This design comes from an exercise in tuning for small area, a short achievable clock period and few clock cycles per item on the open sky130 flow, not from production work. Function was checked by simulation only, so behaviour that the tests miss may differ from the original.

// crc16_stream
module crc16_stream (
    input  wire        clk,
    input  wire        rst,
    input  wire [15:0] cfg_poly,
    input  wire [15:0] cfg_init,
    input  wire [15:0] cfg_xorout,
    input  wire        cfg_refin,
    input  wire        cfg_refout,
    input  wire        in_valid,
    output wire        in_ready,
    input  wire [63:0] in_data,
    input  wire [3:0]  in_bytes,
    input  wire        in_last,
    output wire        out_valid,
    input  wire        out_ready,
    output reg  [15:0] out_crc
);
Size in the first run: about 1500 cells after synthesis, ~140 I/O pins, ~12000 sq um of cells after synthesis.
==> module crc16_stream, before the edit <==
module crc16_stream (
    input  wire        clk,
    input  wire        rst,
    input  wire [15:0] cfg_poly,
    input  wire [15:0] cfg_init,
    input  wire [15:0] cfg_xorout,
    input  wire        cfg_refin,
    input  wire        cfg_refout,
    input  wire        in_valid,
    output wire        in_ready,
    input  wire [63:0] in_data,
    input  wire [3:0]  in_bytes,
    input  wire        in_last,
    output wire        out_valid,
    input  wire        out_ready,
    output reg  [15:0] out_crc
);
    localparam integer G = 4;           
    integer i, j, k;
    reg        rdy_q, rdy_x;   
    reg        ov_q, ov_x;     
    reg        v_q;            
    reg        h_q;            
    reg        pend;           
    reg [31:0] lo_q;           
    reg [31:0] hi_q;           
    reg [3:0]  n_q;            
    reg        last_q;         
    reg [15:0] poly_q;
    reg        refin_q;
    reg [15:0] crc;
    assign in_ready  = !rdy_x;
    assign out_valid = !ov_x;
    wire take_in = in_valid && rdy_q;
    reg [15:0] xv [0:G-1];
    always @* begin
        xv[0] = poly_q;
        for (k = 1; k < G; k = k + 1)
            xv[k] = {xv[k-1][14:0], 1'b0} ^ (xv[k-1][15] ? poly_q : 16'h0000);
    end
    reg [31:0] dl;
    always @* begin
        for (j = 0; j < 4; j = j + 1)
            for (k = 0; k < 8; k = k + 1)
                dl[8*j+k] = refin_q ? lo_q[8*j+7-k] : lo_q[8*j+k];
    end
    reg [15:0] r, s;
    reg [15:0] rb [0:4];
    integer g;
    always @* begin
        r = crc;
        rb[0] = r;
        for (j = 0; j < 4; j = j + 1) begin
            r = r ^ {dl[8*j +: 8], 8'h00};
            for (g = 0; g < 8 / G; g = g + 1) begin
                s = r << G;
                for (k = 0; k < G; k = k + 1)
                    s = s ^ (r[16-G+k] ? xv[k] : 16'h0000);
                r = s;
            end
            rb[j+1] = r;
        end
    end
    wire       big  = n_q[3] || (n_q[2] && |n_q[1:0]);      
    wire [2:0] nb   = (pend || !v_q) ? 3'd0 : h_q ? {n_q[3], n_q[1:0]} : big ? 3'd4 : n_q[2:0];
    wire [15:0] nxt = nb[2] ? rb[4] : rb[nb[1:0]];
    reg [15:0] fin;
    always @* begin
        for (k = 0; k < 16; k = k + 1)
            fin[k] = cfg_refout ? nxt[15-k] : nxt[k];
        fin = fin ^ cfg_xorout;
    end
    wire fin_half = h_q || !big;
    wire a_free   = !ov_q;                             
    wire res      = pend || (v_q && fin_half && last_q);   
    wire put      = res && a_free;                          
    always @(posedge clk) begin
        poly_q  <= cfg_poly;
        refin_q <= cfg_refin;
        hi_q <= in_data[63:32];
        if (rdy_q) n_q <= in_bytes;
        lo_q <= rdy_q ? in_data[31:0] : hi_q;
        if (put) out_crc <= fin;
        crc <= (put || (!v_q && !pend && last_q)) ? cfg_init : nxt;
    end
    wire v_n    = take_in || (v_q && !fin_half);
    wire h_n    = !take_in && v_q && !fin_half;
    wire last_n = take_in ? in_last : last_q;
    wire pend_n = res && !a_free;
    wire ov_n   = put || (ov_q && !out_ready);
    wire big_in = in_bytes[3] || (in_bytes[2] && |in_bytes[1:0]);
    wire rdy_n  = !pend_n && (!v_n || (take_in ? !big_in && !(in_last && ov_n) : !(last_q && ov_n)));
    always @(posedge clk) begin
        if (rst) begin
            v_q <= 1'b0;
            h_q <= 1'b0;
            pend <= 1'b0;
            last_q <= 1'b1;
            ov_q <= 1'b0;
            ov_x <= 1'b1;
            rdy_q <= 1'b1;
            rdy_x <= 1'b0;
        end else begin
            v_q <= v_n;
            h_q <= h_n;
            pend <= pend_n;
            last_q <= last_n;
            ov_q <= ov_n;
            ov_x <= !ov_n;
            rdy_q <= rdy_n;
            rdy_x <= !rdy_n;
        end
    end
endmodule
clock: 55.0 ns
lec_check: 0
abc_area: 1
cap_margin: 20
core_margin: 2
core_utilization: 65
cts_buf_list: sky130_fd_sc_hd__clkbuf_8
slew_margin: 20
standard.sh (not shown) runs the stock make flow with config.mk's settings and CLKGATE_MAP_FILE= SYNTH_SCRIPT=/design/flow/synth_recipe.tcl, a recipe that flattens the netlist after the stock synthesis.
==> flow/flow/run.sh <==
#!/bin/bash
# Own layout flow: the standard ORFS flow (standard.sh, with the standard
# synthesis script synth_recipe.tcl), changed in three ways:
#  - ABC maps the logic with flow/abc_area.script (an area-oriented &nf
#    mapping) in place of ORFS's abc_area.script; registers are untouched;
#  - ports are buffered with sky130_fd_sc_hd__buf_1;
#  - timing repair aims at a setup slack of SETUP_MARGIN ns at the design's
#    clock period, so that the layout's achieved period is short.
# Each step's full log is in orfs/logs/; make's own output is in flow.log.
set -euo pipefail
W=$(pwd)
SETUP_MARGIN=43
rm -rf "$W/scripts_abc"
cp -r "$FLOW_HOME/scripts" "$W/scripts_abc"
cp "$W/flow/abc_area.script" "$W/scripts_abc/abc_area.script"
export SCRIPTS_DIR="$W/scripts_abc"
bash "$W/standard.sh" finish \
    "BUFFER_PORTS_ARGS=-buffer_cell sky130_fd_sc_hd__buf_1" \
    "SETUP_SLACK_MARGIN=$SETUP_MARGIN" > "$W/flow.log" 2>&1
==> flow/flow/abc_area.script <==
strash
&get -n
&st
&dch
&nf -R 1000
&st
&dch
&nf -R 1000
&put
topo
stime -c
Testbench counts at the start, summed over its fixed seeds: cycles 42,459, bytes 164,741.
==> next run, changes <==
--- a/flow/design.v
+++ b/flow/design.v
@@ -62,7 +62,7 @@
         end
     end
     wire       big  = n_q[3] || (n_q[2] && |n_q[1:0]);      
-    wire [2:0] nb   = (pend || !v_q) ? 3'd0 : h_q ? {n_q[3], n_q[1:0]} : big ? 3'd4 : n_q[2:0];
+    wire [2:0] nb   = pend ? 3'd0 : h_q ? {n_q[3], n_q[1:0]} : big ? 3'd4 : n_q[2:0];
     wire [15:0] nxt = nb[2] ? rb[4] : rb[nb[1:0]];
     reg [15:0] fin;
     always @* begin
@@ -77,11 +77,14 @@
     always @(posedge clk) begin
         poly_q  <= cfg_poly;
         refin_q <= cfg_refin;
-        hi_q <= in_data[63:32];
-        if (rdy_q) n_q <= in_bytes;
+        if (rdy_q) begin
+            hi_q <= in_data[63:32];
+            n_q  <= in_bytes;
+        end
         lo_q <= rdy_q ? in_data[31:0] : hi_q;
         if (put) out_crc <= fin;
-        crc <= (put || (!v_q && !pend && last_q)) ? cfg_init : nxt;
+        if (put || (!v_q && !pend && last_q)) crc <= cfg_init;
+        else if (v_q) crc <= nxt;
     end
     wire v_n    = take_in || (v_q && !fin_half);
     wire h_n    = !take_in && v_q && !fin_half;
The changed run went through all stages and came out clean.
Area after synthesis grows by 4.2%.
Clock skew stays flat.
Cell area grows by 2.7%.
Flip-flop and latch count stays the same.
Die area grows by 4.1%.
Testbench counts after the change, summed over its fixed seeds: cycles 42,459, bytes 164,741.

[static timing again, ports no longer ideal]
No port has a modelled driver above. Below, the same layouts with a new extraction and two added sets of constraints. Step 1 sets driving cells, clkbuf_16 on the clock port and buf_2 on the other inputs (assumed; they add their load-dependent delay and slew). Step 2, shift: input delay + t, output delay - t, t = (earliest + latest rising clock arrival at the registers) / 2. This alone moves slack from input paths to output paths. a / b / c = no drivers / after step 1 / after step 2; a / b = the first two.
run | t, ns | slack for setup (ns) | latest minus earliest clock arrival (ns)
the first run | 0.513 | 42.986 / 42.946 / 42.826 | 0.020 / 0.020
the second run | 0.495 | 43.000 / 42.959 / 42.943 | 0.022 / 0.023
After both steps every run listed still meets setup and hold. For the first run, which loses most, drivers alone change the setup slack by -0.040 ns; drivers and shift together by -0.160 ns.
